What follows belongs to an exercise in optimizing a design on an open flow for small area, a short achievable clock period and few clock cycles per item; a production flow would make more cautious choices. In this exercise RTL edits were held to simulation tests only and were not proved equivalent to the original. No activity file was given, so power comes from the tool's default toggle rates.

==> run a <==
==> flow/design.v <==
module fnwc_b_cmp (
    input  wire [63:0] a,
    input  wire [63:0] b,
    output wire        lt,
    output wire        eq
);
    reg [63:0] g, p;
    integer w, j;
    always @(*) begin
        g = ~a & b;
        p = ~a | b;
        for (w = 1; w < 64; w = w * 2)
            for (j = 0; j < 64; j = j + 2 * w) begin
                g[j] = g[j + w] | (p[j + w] & g[j]);
                p[j] = p[j + w] & p[j];
            end
    end
    assign lt = g[0];
    assign eq = p[0] & ~g[0];
endmodule
module fnwc_b (
    input  wire        clk,
    input  wire        rst,         
    input  wire        cmd_valid,
    output wire        cmd_ready,
    input  wire [63:0] cmd_cw,
    input  wire [63:0] cmd_x,
    input  wire [63:0] cmd_a,       
    input  wire [63:0] cmd_y,       
    output wire        rsp_valid,
    input  wire        rsp_ready,
    output reg  [1:0]  rsp_st,
    output reg  [63:0] rsp_r,
    output wire        fault
);
    localparam K = 16;
    localparam [1:0] ST_OK      = 2'd0;
    localparam [1:0] ST_ABSENT  = 2'd1;
    localparam [1:0] ST_FAULT   = 2'd2;
    localparam [1:0] ST_REFUSED = 2'd3;
    integer i, r;
    reg [63:0] key [0:K-1];
    reg [15:0] wr;
    reg [15:0] used;                
    reg [4:0]  n;
    reg [63:0] index;               
    reg        fault_v;
    reg        fault_cap;           
    reg [63:0] fcw;                 
    reg        rsp_v;               
    reg [63:0] xq;                  
    reg        q_b;                 
    reg        q_rdsr;              
    reg [9:0]  q_op;                
    reg [6:0]  q_sr;                
    reg [3:0]  q_slot;              
    reg [15:0] q_xd;                
    reg [15:0] q_t;                 
    reg [15:0] q_eq;                
    reg        q_ltp, q_eqp;        
    reg        p_ins, p_del, p_clr;
    reg [15:0] p_t;                 
    reg [15:0] p_f;                 
    assign rsp_valid = rsp_v;
    assign cmd_ready = !rsp_v || rsp_ready;
    wire take   = rsp_v && rsp_ready;
    wire accept = cmd_valid && cmd_ready;
    reg [15:0] dx [0:K-1];
    always @(*)
        for (r = 0; r < K; r = r + 1)
            for (i = 0; i < K; i = i + 1)
                dx[r][i] = (index[4*r +: 4] == i);
    reg [15:0] nlt, nl;
    always @(*)
        for (r = 0; r < K; r = r + 1) begin
            nlt[r] = (r < n);
            nl[r]  = (r + 1 == n);
        end
    wire [7:0] opc     = cmd_cw[63:56];
    wire       z48     = (cmd_cw[55:8] == 48'd0);
    wire       z56     = z48 && (cmd_cw[7:0] == 8'd0);
    wire       s_b     = (opc[7:4] == 4'h2) && (opc[3:0] <= 4'h9) && z56;
    wire [7:0] srn     = cmd_cw[7:0];
    wire [6:0] s_sr    = {srn[7:4] == 4'h2, srn == 8'h12, srn == 8'h11, srn == 8'h10,
                          srn == 8'h02, srn == 8'h01, srn == 8'h00};
    wire       s_rdsr  = (opc == 8'hF0) && z48 && |s_sr;
    reg  [9:0] s_op;
    always @(*)
        for (i = 0; i < 10; i = i + 1)
            s_op[i] = (opc[3:0] == i);
    wire [15:0] lt1, eq1;
    genvar gi;
    generate
        for (gi = 0; gi < K; gi = gi + 1) begin : g_cmp
            fnwc_b_cmp u_cmp (.a(key[gi]), .b(cmd_x), .lt(lt1[gi]), .eq(eq1[gi]));
        end
    endgenerate
    wire ltp1, eqp1;
    fnwc_b_cmp u_cmp_p (.a(xq), .b(cmd_x), .lt(ltp1), .eq(eqp1));
    reg [15:0] xd1;
    always @(*)
        for (i = 0; i < K; i = i + 1)
            xd1[i] = (cmd_x[63:4] == 60'd0) && (cmd_x[3:0] == i);
    reg [15:0] t1;
    always @(*)
        for (r = 0; r < K; r = r + 1)
            t1[r] = nlt[r] && |(lt1 & dx[r]);
    reg [15:0] t, eqv;
    always @(*) begin
        for (r = 0; r < K; r = r + 1) begin
            if (p_clr)
                t[r] = 1'b0;
            else if (p_ins)
                t[r] = p_t[r] ? q_t[r] :
                       (r == 0 || p_t[r == 0 ? 0 : r - 1]) ? q_ltp : q_t[r == 0 ? 0 : r - 1];
            else if (p_del)
                t[r] = p_t[r] ? q_t[r] : (r == K - 1) ? 1'b0 : q_t[r == K - 1 ? 0 : r + 1];
            else
                t[r] = q_t[r];
        end
        for (i = 0; i < K; i = i + 1)
            eqv[i] = (p_ins && p_f[i]) ? q_eqp : q_eq[i];
    end
    wire [15:0] hit     = eqv & used;
    wire        present = |hit;
    wire refuse  = fault_v && !q_rdsr;
    wire illegal = !fault_v && !q_b && !q_rdsr;
    wire exec_b  = !fault_v && q_b;
    wire rd_key  = q_rdsr && q_sr[6];
    wire op_ins  = exec_b && q_op[0];
    wire op_del  = exec_b && q_op[1];
    wire op_mem  = exec_b && q_op[2];
    wire op_rank = exec_b && q_op[3];
    wire op_sel  = exec_b && q_op[4];
    wire op_pred = exec_b && q_op[5];
    wire op_succ = exec_b && q_op[6];
    wire op_size = exec_b && q_op[7];
    wire op_empt = exec_b && q_op[8];
    wire op_rst  = exec_b && q_op[9];
    wire [4:0] rank;
    assign rank[4] = t[15];
    assign rank[3] = t[7] & ~t[15];
    assign rank[2] = (t[3] & ~t[7]) | (t[11] & ~t[15]);
    assign rank[1] = (t[1] & ~t[3]) | (t[5] & ~t[7]) | (t[9] & ~t[11]) | (t[13] & ~t[15]);
    assign rank[0] = (t[0] & ~t[1]) | (t[2] & ~t[3]) | (t[4] & ~t[5]) | (t[6] & ~t[7]) |
                     (t[8] & ~t[9]) | (t[10] & ~t[11]) | (t[12] & ~t[13]) | (t[14] & ~t[15]);
    wire has_pred = t[0];
    wire has_succ = |(nl & ~t);
    wire sel_ok   = |(q_xd & nlt);
    reg [15:0] rsel;
    always @(*)
        for (r = 0; r < K; r = r + 1)
            rsel[r] = (op_pred && t[r] && (r == K - 1 ? 1'b1 : !t[r == K - 1 ? 0 : r + 1])) ||
                      (op_succ && !t[r] && nlt[r] && (r == 0 ? 1'b1 : t[r == 0 ? 0 : r - 1])) ||
                      (op_sel && q_xd[r] && nlt[r]);
    reg [15:0] ssel;
    always @(*)
        for (i = 0; i < K; i = i + 1) begin
            ssel[i] = rd_key && wr[i] && (q_slot == i);
            for (r = 0; r < K; r = r + 1)
                ssel[i] = ssel[i] | (rsel[r] & dx[r][i]);
        end
    reg [63:0] key_rd;
    always @(*) begin
        key_rd = 64'd0;
        for (i = 0; i < K; i = i + 1)
            key_rd = key_rd | (key[i] & {64{ssel[i]}});
    end
    reg [15:0] free1;
    reg        seen;
    always @(*) begin
        seen = 1'b0;
        for (i = 0; i < K; i = i + 1) begin
            free1[i] = !used[i] && !seen;
            seen     = seen || !used[i];
        end
    end
    reg [3:0] free_slot;
    always @(*) begin
        free_slot = 4'd0;
        for (i = 0; i < K; i = i + 1)
            if (free1[i]) free_slot = free_slot | i[3:0];
    end
    reg [63:0] index_ins, index_rem;
    always @(*)
        for (r = 0; r < K; r = r + 1) begin
            index_ins[4*r +: 4] = t[r] ? index[4*r +: 4] :
                                  (r == 0 || t[r == 0 ? 0 : r-1]) ? free_slot :
                                  index[4*(r == 0 ? 0 : r-1) +: 4];
            index_rem[4*r +: 4] = t[r] ? index[4*r +: 4] :
                                  (r == K - 1) ? 4'd0 : index[4*(r == K-1 ? 0 : r+1) +: 4];
        end
    wire full    = n[4];
    wire do_ins  = op_ins && !present && !full;
    wire cap_flt = op_ins && !present && full;
    wire do_del  = op_del && present;
    wire flt_now = illegal || cap_flt;
    assign fault = fault_v || (rsp_v && flt_now);
    wire [63:0] sr_val =
          (q_sr[0] ? 64'h1040 : 64'd0)
        | (q_sr[1] ? {fault_v, 59'd0, 1'b0, fault_v & fault_cap, 1'b0, fault_v & ~fault_cap} : 64'd0)
        | (q_sr[2] && fault_v ? (fault_cap ? 64'h2000_0000_0000_0000 : fcw) : 64'd0)
        | (q_sr[3] ? {59'd0, n} : 64'd0)
        | (q_sr[4] ? {48'd0, ~used} : 64'd0)
        | (q_sr[5] ? index : 64'd0);
    always @(*) begin
        rsp_st = ST_OK;
        if (refuse)
            rsp_st = ST_REFUSED;
        else if (flt_now)
            rsp_st = ST_FAULT;
        else if ((op_sel && !sel_ok) || (op_pred && !has_pred) || (op_succ && !has_succ))
            rsp_st = ST_ABSENT;
        rsp_r = key_rd
              | (q_rdsr && !q_sr[6] ? sr_val : 64'd0)
              | {61'd0, cap_flt, 1'b0, illegal}
              | {63'd0, op_mem && present}
              | (op_rank ? {59'd0, rank} : 64'd0)
              | (op_size ? {59'd0, n} : 64'd0)
              | {63'd0, op_empt && (n == 5'd0)};
    end
    always @(posedge clk) begin
        if (cmd_ready)
            xq <= cmd_x;
        if (accept) begin
            q_b    <= s_b;
            q_rdsr <= s_rdsr;
            q_op   <= s_op;
            q_sr   <= s_sr;
            q_slot <= srn[3:0];
            q_xd   <= xd1;
            q_t    <= t1;
            q_eq   <= eq1;
            q_ltp  <= ltp1;
            q_eqp  <= eqp1;
            p_t    <= t;
            p_f    <= free1;
        end
        if (accept && !s_b && !s_rdsr && !fault)
            fcw <= cmd_cw;
        for (i = 0; i < K; i = i + 1)
            if (take && do_ins && free1[i])
                key[i] <= xq;
    end
    always @(posedge clk) begin
        if (rst) begin
            rsp_v     <= 1'b0;
            p_ins     <= 1'b0;
            p_del     <= 1'b0;
            p_clr     <= 1'b0;
            wr        <= 16'd0;
            used      <= 16'd0;
            n         <= 5'd0;
            index     <= 64'd0;
            fault_v   <= 1'b0;
            fault_cap <= 1'b0;
        end else begin
            if (accept)
                rsp_v <= 1'b1;
            else if (take)
                rsp_v <= 1'b0;
            if (accept) begin
                p_ins <= take && do_ins;
                p_del <= take && do_del;
                p_clr <= take && op_rst;
            end
            if (take) begin
                if (flt_now) begin
                    fault_v   <= 1'b1;
                    fault_cap <= cap_flt;
                end
                if (do_ins) begin
                    wr    <= wr | free1;
                    used  <= used | free1;
                    index <= index_ins;
                    n     <= n + 5'd1;
                end
                if (do_del) begin
                    used  <= used & ~hit;
                    index <= index_rem;
                    n     <= n - 5'd1;
                end
                if (op_rst) begin
                    wr    <= 16'd0;
                    used  <= 16'd0;
                    index <= 64'd0;
                    n     <= 5'd0;
                end
            end
        end
    end
endmodule
==> flow/run.sh <==
#!/bin/bash
# synth_recipe.tcl (not shown) runs the flow's synth.tcl, then flattens the netlist and writes it again
# the make line also repeats each setting of config.mk as NAME=value (left out here)
make -C /OpenROAD-flow-scripts/flow DESIGN_CONFIG=/design/flow/config.mk WORK_HOME=/design/flow/orfs CLKGATE_MAP_FILE= SYNTH_SCRIPT=/design/flow/synth_recipe.tcl finish
==> flow/config.mk <==
export PLATFORM = sky130hd
export DESIGN_NAME = fnwc_b
export DESIGN_NICKNAME = fnwc_b
export VERILOG_FILES = /design/flow/design.v
export SDC_FILE = /design/flow/constraint.sdc
export NUM_CORES = 4
export LEC_CHECK = 0
export CAP_MARGIN = 20
export CORE_MARGIN = 2
export CORE_UTILIZATION = 35
export PLACE_DENSITY = 0.55
export SETUP_SLACK_MARGIN = 4
export SLEW_MARGIN = 20
==> flow/constraint.sdc <==
create_clock -name core_clock -period 10.0 [get_ports {clk}]
set_input_delay 2.0000 -clock core_clock [delete_from_list [all_inputs] [get_ports {clk}]]
set_output_delay 2.0000 -clock core_clock [all_outputs]
set_load 0.01 [all_outputs]
==> run b (differences from run a) <==
==> flow/design.v, changed modules only <==
module fnwc_b (
    input  wire        clk,
    input  wire        rst,         
    input  wire        cmd_valid,
    output wire        cmd_ready,
    input  wire [63:0] cmd_cw,
    input  wire [63:0] cmd_x,
    input  wire [63:0] cmd_a,       
    input  wire [63:0] cmd_y,       
    output wire        rsp_valid,
    input  wire        rsp_ready,
    output reg  [1:0]  rsp_st,
    output reg  [63:0] rsp_r,
    output wire        fault
);
    localparam K = 16;
    localparam [1:0] ST_OK      = 2'd0;
    localparam [1:0] ST_ABSENT  = 2'd1;
    localparam [1:0] ST_FAULT   = 2'd2;
    localparam [1:0] ST_REFUSED = 2'd3;
    integer i, r;
    reg [63:0] key [0:K-1];
    reg [15:0] wr;
    reg [15:0] used;                
    reg [4:0]  n;
    reg [63:0] index;               
    reg        fault_v;
    reg        fault_cap;           
    reg        rsp_v;               
    reg [63:0] xq;
    reg        q_b;                 
    reg        q_rdsr;              
    reg [9:0]  q_op;                
    reg [6:0]  q_sr;                
    reg [15:0] q_kd;                
    reg [15:0] q_t;                 
    reg [15:0] q_rs;
    reg [15:0] q_eq;                
    assign rsp_valid = rsp_v;
    assign cmd_ready = !rsp_v || rsp_ready;
    wire take   = rsp_v && rsp_ready;
    wire accept = cmd_valid && cmd_ready;
    reg [15:0] dx [0:K-1];
    always @(*)
        for (r = 0; r < K; r = r + 1)
            for (i = 0; i < K; i = i + 1)
                dx[r][i] = (index[4*r +: 4] == i);
    reg [15:0] nlt;
    always @(*)
        for (r = 0; r < K; r = r + 1) begin
            nlt[r] = (r < n);
        end
    wire [7:0] opc     = cmd_cw[63:56];
    wire       z48     = (cmd_cw[55:8] == 48'd0);
    wire       z56     = z48 && (cmd_cw[7:0] == 8'd0);
    wire       s_b     = (opc[7:4] == 4'h2) && (opc[3:0] <= 4'h9) && z56;
    wire [7:0] srn     = cmd_cw[7:0];
    wire [6:0] s_sr    = {srn[7:4] == 4'h2, srn == 8'h12, srn == 8'h11, srn == 8'h10,
                          srn == 8'h02, srn == 8'h01, srn == 8'h00};
    wire       s_rdsr  = (opc == 8'hF0) && z48 && |s_sr;
    reg  [9:0] s_op;
    always @(*)
        for (i = 0; i < 10; i = i + 1)
            s_op[i] = (opc[3:0] == i);
    wire [15:0] lt1, eq1;
    genvar gi;
    generate
        for (gi = 0; gi < K; gi = gi + 1) begin : g_cmp
            fnwc_b_cmp u_cmp (.a(key[gi]), .b(cmd_x), .lt(lt1[gi]), .eq(eq1[gi]));
        end
    endgenerate
    wire ltp1, eqp1;
    fnwc_b_cmp u_cmp_p (.a(xq), .b(cmd_x), .lt(ltp1), .eq(eqp1));
    reg [15:0] xd1;
    always @(*)
        for (i = 0; i < K; i = i + 1)
            xd1[i] = (cmd_x[63:4] == 60'd0) && (cmd_x[3:0] == i);
    reg [15:0] t1, pp1, z1;
    always @(*) begin
        for (r = 0; r < K; r = r + 1)
            t1[r] = nlt[r] && |(lt1 & dx[r]);
        for (r = 0; r < K; r = r + 1) begin
            pp1[r] = t1[r] && (r == K - 1 ? 1'b1 : !t1[r == K - 1 ? 0 : r + 1]);
            z1[r]  = !t1[r] && (r == 0 ? 1'b1 : t1[r == 0 ? 0 : r - 1]);
        end
    end
    wire sh_up = take && do_ins && ltp1;    
    wire sh_dn = take && do_del && ltp1;    
    wire sh_cl = take && op_rst;            
    wire sh_in = take && do_ins;            
    wire sh_de = take && do_del;            
    reg [15:0] t2, pp2, sp2, eq2, nlt2;
    always @(*) begin
        for (r = 0; r < K; r = r + 1) begin
            if (sh_cl)
                nlt2[r] = 1'b0;
            else if (sh_in)
                nlt2[r] = (r == 0) ? 1'b1 : nlt[r == 0 ? 0 : r - 1];
            else if (sh_de)
                nlt2[r] = (r == K - 1) ? 1'b0 : nlt[r == K - 1 ? 0 : r + 1];
            else
                nlt2[r] = nlt[r];
            if (sh_cl) begin
                t2[r]  = 1'b0;
                pp2[r] = 1'b0;
                sp2[r] = 1'b0;
            end else if (sh_up) begin
                t2[r]  = (r == 0) ? 1'b1 : t1[r == 0 ? 0 : r - 1];
                pp2[r] = z1[r];
                sp2[r] = (r == 0) ? 1'b0 : z1[r == 0 ? 0 : r - 1];
            end else if (sh_dn) begin
                t2[r]  = (r == K - 1) ? 1'b0 : t1[r == K - 1 ? 0 : r + 1];
                pp2[r] = (r == K - 1) ? 1'b0 : pp1[r == K - 1 ? 0 : r + 1];
                sp2[r] = (r == K - 1) ? 1'b0 : z1[r == K - 1 ? 0 : r + 1];
            end else begin
                t2[r]  = t1[r];
                pp2[r] = pp1[r];
                sp2[r] = z1[r];
            end
            sp2[r] = sp2[r] && nlt2[r];
        end
        for (i = 0; i < K; i = i + 1)
            eq2[i] = (take && do_ins && free1[i]) ? eqp1 : eq1[i];
    end
    wire       ex1 = s_b && !fault;
    wire [15:0] rs1 = (ex1 && s_op[5]) ? pp2 :
                      (ex1 && s_op[6]) ? sp2 :
                      (ex1 && s_op[4]) ? (xd1 & nlt2) : 16'd0;
    wire [15:0] t   = q_t;
    wire [15:0] eqv = q_eq;
    wire [15:0] hit     = eqv & used;
    wire        present = |hit;
    wire refuse  = fault_v && !q_rdsr;
    wire illegal = !fault_v && !q_b && !q_rdsr;
    wire exec_b  = !fault_v && q_b;
    wire op_ins  = exec_b && q_op[0];
    wire op_del  = exec_b && q_op[1];
    wire op_mem  = exec_b && q_op[2];
    wire op_rank = exec_b && q_op[3];
    wire op_sel  = exec_b && q_op[4];
    wire op_pred = exec_b && q_op[5];
    wire op_succ = exec_b && q_op[6];
    wire op_size = exec_b && q_op[7];
    wire op_empt = exec_b && q_op[8];
    wire op_rst  = exec_b && q_op[9];
    wire [4:0] rank;
    assign rank[4] = t[15];
    assign rank[3] = t[7] & ~t[15];
    assign rank[2] = (t[3] & ~t[7]) | (t[11] & ~t[15]);
    assign rank[1] = (t[1] & ~t[3]) | (t[5] & ~t[7]) | (t[9] & ~t[11]) | (t[13] & ~t[15]);
    assign rank[0] = (t[0] & ~t[1]) | (t[2] & ~t[3]) | (t[4] & ~t[5]) | (t[6] & ~t[7]) |
                     (t[8] & ~t[9]) | (t[10] & ~t[11]) | (t[12] & ~t[13]) | (t[14] & ~t[15]);
    wire [15:0] rsel = q_rs;
    wire        found = |q_rs;
    reg [15:0] ssel;
    always @(*)
        for (i = 0; i < K; i = i + 1) begin
            ssel[i] = q_kd[i] && wr[i];
            for (r = 0; r < K; r = r + 1)
                ssel[i] = ssel[i] | (rsel[r] & dx[r][i]);
        end
    reg [63:0] key_rd;
    always @(*) begin
        key_rd = 64'd0;
        for (i = 0; i < K; i = i + 1)
            key_rd = key_rd | (key[i] & {64{ssel[i]}});
    end
    reg [15:0] free1;
    reg        seen;
    always @(*) begin
        seen = 1'b0;
        for (i = 0; i < K; i = i + 1) begin
            free1[i] = !used[i] && !seen;
            seen     = seen || !used[i];
        end
    end
    reg [3:0] free_slot;
    always @(*) begin
        free_slot = 4'd0;
        for (i = 0; i < K; i = i + 1)
            if (free1[i]) free_slot = free_slot | i[3:0];
    end
    reg [63:0] index_ins, index_rem;
    always @(*)
        for (r = 0; r < K; r = r + 1) begin
            index_ins[4*r +: 4] = t[r] ? index[4*r +: 4] :
                                  (r == 0 || t[r == 0 ? 0 : r-1]) ? free_slot :
                                  index[4*(r == 0 ? 0 : r-1) +: 4];
            index_rem[4*r +: 4] = t[r] ? index[4*r +: 4] :
                                  (r == K - 1) ? 4'd0 : index[4*(r == K-1 ? 0 : r+1) +: 4];
        end
    wire full    = n[4];
    wire do_ins  = op_ins && !present && !full;
    wire cap_flt = op_ins && !present && full;
    wire do_del  = op_del && present;
    wire flt_now = illegal || cap_flt;
    assign fault = fault_v || (rsp_v && flt_now);
    wire [63:0] sr_val =
          (q_sr[0] ? 64'h1040 : 64'd0)
        | (q_sr[1] ? {fault_v, 59'd0, 1'b0, fault_v & fault_cap, 1'b0, fault_v & ~fault_cap} : 64'd0)
        | (q_sr[2] && fault_v ? (fault_cap ? 64'h2000_0000_0000_0000 : xq) : 64'd0)
        | (q_sr[3] ? {59'd0, n} : 64'd0)
        | (q_sr[4] ? {48'd0, ~used} : 64'd0)
        | (q_sr[5] ? index : 64'd0);
    always @(*) begin
        rsp_st = ST_OK;
        if (refuse)
            rsp_st = ST_REFUSED;
        else if (flt_now)
            rsp_st = ST_FAULT;
        else if ((op_sel || op_pred || op_succ) && !found)
            rsp_st = ST_ABSENT;
        rsp_r = key_rd
              | (q_rdsr && !q_sr[6] ? sr_val : 64'd0)
              | {61'd0, cap_flt, 1'b0, illegal}
              | {63'd0, op_mem && present}
              | (op_rank ? {59'd0, rank} : 64'd0)
              | (op_size ? {59'd0, n} : 64'd0)
              | {63'd0, op_empt && (n == 5'd0)};
    end
    always @(posedge clk) begin
        if (cmd_ready && !fault)
            xq <= (!s_b && !s_rdsr) ? cmd_cw : cmd_x;
        if (accept) begin
            q_b    <= s_b;
            q_rdsr <= s_rdsr;
            q_op   <= s_op;
            q_sr   <= s_sr;
            for (i = 0; i < K; i = i + 1)
                q_kd[i] <= s_rdsr && s_sr[6] && (srn[3:0] == i);
            q_t    <= t2;
            q_rs   <= rs1;
            q_eq   <= eq2;
        end
        for (i = 0; i < K; i = i + 1)
            if (take && do_ins && free1[i])
                key[i] <= xq;
    end
    always @(posedge clk) begin
        if (rst) begin
            rsp_v     <= 1'b0;
            wr        <= 16'd0;
            used      <= 16'd0;
            n         <= 5'd0;
            index     <= 64'd0;
            fault_v   <= 1'b0;
            fault_cap <= 1'b0;
        end else begin
            if (accept)
                rsp_v <= 1'b1;
            else if (take)
                rsp_v <= 1'b0;
            if (take) begin
                if (flt_now) begin
                    fault_v   <= 1'b1;
                    fault_cap <= cap_flt;
                end
                if (do_ins) begin
                    wr    <= wr | free1;
                    used  <= used | free1;
                    index <= index_ins;
                    n     <= n + 5'd1;
                end
                if (do_del) begin
                    used  <= used & ~hit;
                    index <= index_rem;
                    n     <= n - 5'd1;
                end
                if (op_rst) begin
                    wr    <= 16'd0;
                    used  <= 16'd0;
                    index <= 64'd0;
                    n     <= 5'd0;
                end
            end
        end
    end
endmodule
==> comparison table <==
| item | run b | run a |
|---|---|---|
| Status | finished clean | finished clean |
| Measured slew at the worst slew-check pin | 1448 ps | 1322 ps |
| Power of the sequential group | 6000 uW | 6410 uW |
| Worst Reg-to-Reg Cells | 11 | 12 |
| Met1 Track Usage GR | 50.96% | 51.17% |
| Internal power | 9939 uW | 10530 uW |
| Max FO, Critical Path | 5 | 14 |
| Share of layout cells above drive strength 1 | 27.58% | 18.86% |
| Area of all placed cells without fillers | 98620 sq um | 96720 sq um |
| Height of the die | 460.9 um | 475.0 um |
| Final core area utilization | 47.58% | 43.93% |
| Reg2reg end | key[14][24]$_DFFE_PP_ | index[29]$_SDFFE_PP0P_ |
| Via count of the first global-routing pass | 71749 | 71267 |
| Total power | 13690 uW | 14360 uW |
| Power density cells | 138.8 nW/um^2 | 148.5 nW/um^2 |
| Worst hold slack after final layout | 486.4 ps | 472.5 ps |
| Basic-gate share of the synthesized area counting and, or, nand and nor cells | 15.57% | 15.89% |
| Clock latency of the later-clocked register in the worst-skew pair | 870 ps | 860 ps |
| Starting Density | 35.25% | 35.26% |
| Synthesized-area fraction occupied by adder cells | 2.288% | 2.237% |
| Clock Skews | 72.00 ps | 77.58 ps |
| Horizontal extent of the die | 460.9 um | 475.0 um |
Testbench counts of run a, summed over its fixed seeds: cycles 2,406, items 2,400.
Testbench counts of run b, summed over its fixed seeds: cycles 2,406, items 2,400.

re-timing with driven ports:
In the flow no input, the clock included, has a driving cell. The finished layouts below were timed again as built, in two steps.
Step 1 sets driving cells, clkbuf_16 on the clock port and buf_2 on the other inputs (assumed; they add their load-dependent delay and slew).
Step 2, shift: input delay + t, output delay - t, t = (earliest + latest rising clock arrival at the registers) / 2. This alone moves slack from input paths to output paths.
Slacks: ideal / step 1 / step 2; pairs: ideal / step 1.
| run | t, ns | setup WS [ns] | latest minus earliest clock arrival (ns) | worst data-port slew with drivers (ns) |
|---|---|---|---|---|
| run a | 0.927 | 2.572 / 2.473 / 2.848 | 0.085 / 0.084 | 0.24 |
| run b | 0.926 | 3.433 / 3.338 / 2.908 | 0.083 / 0.083 | 0.07 |
After both steps every run listed still meets setup and hold. The setup slack of run b, which loses most, moves by -0.095 ns with the drivers and by -0.525 ns with both steps.
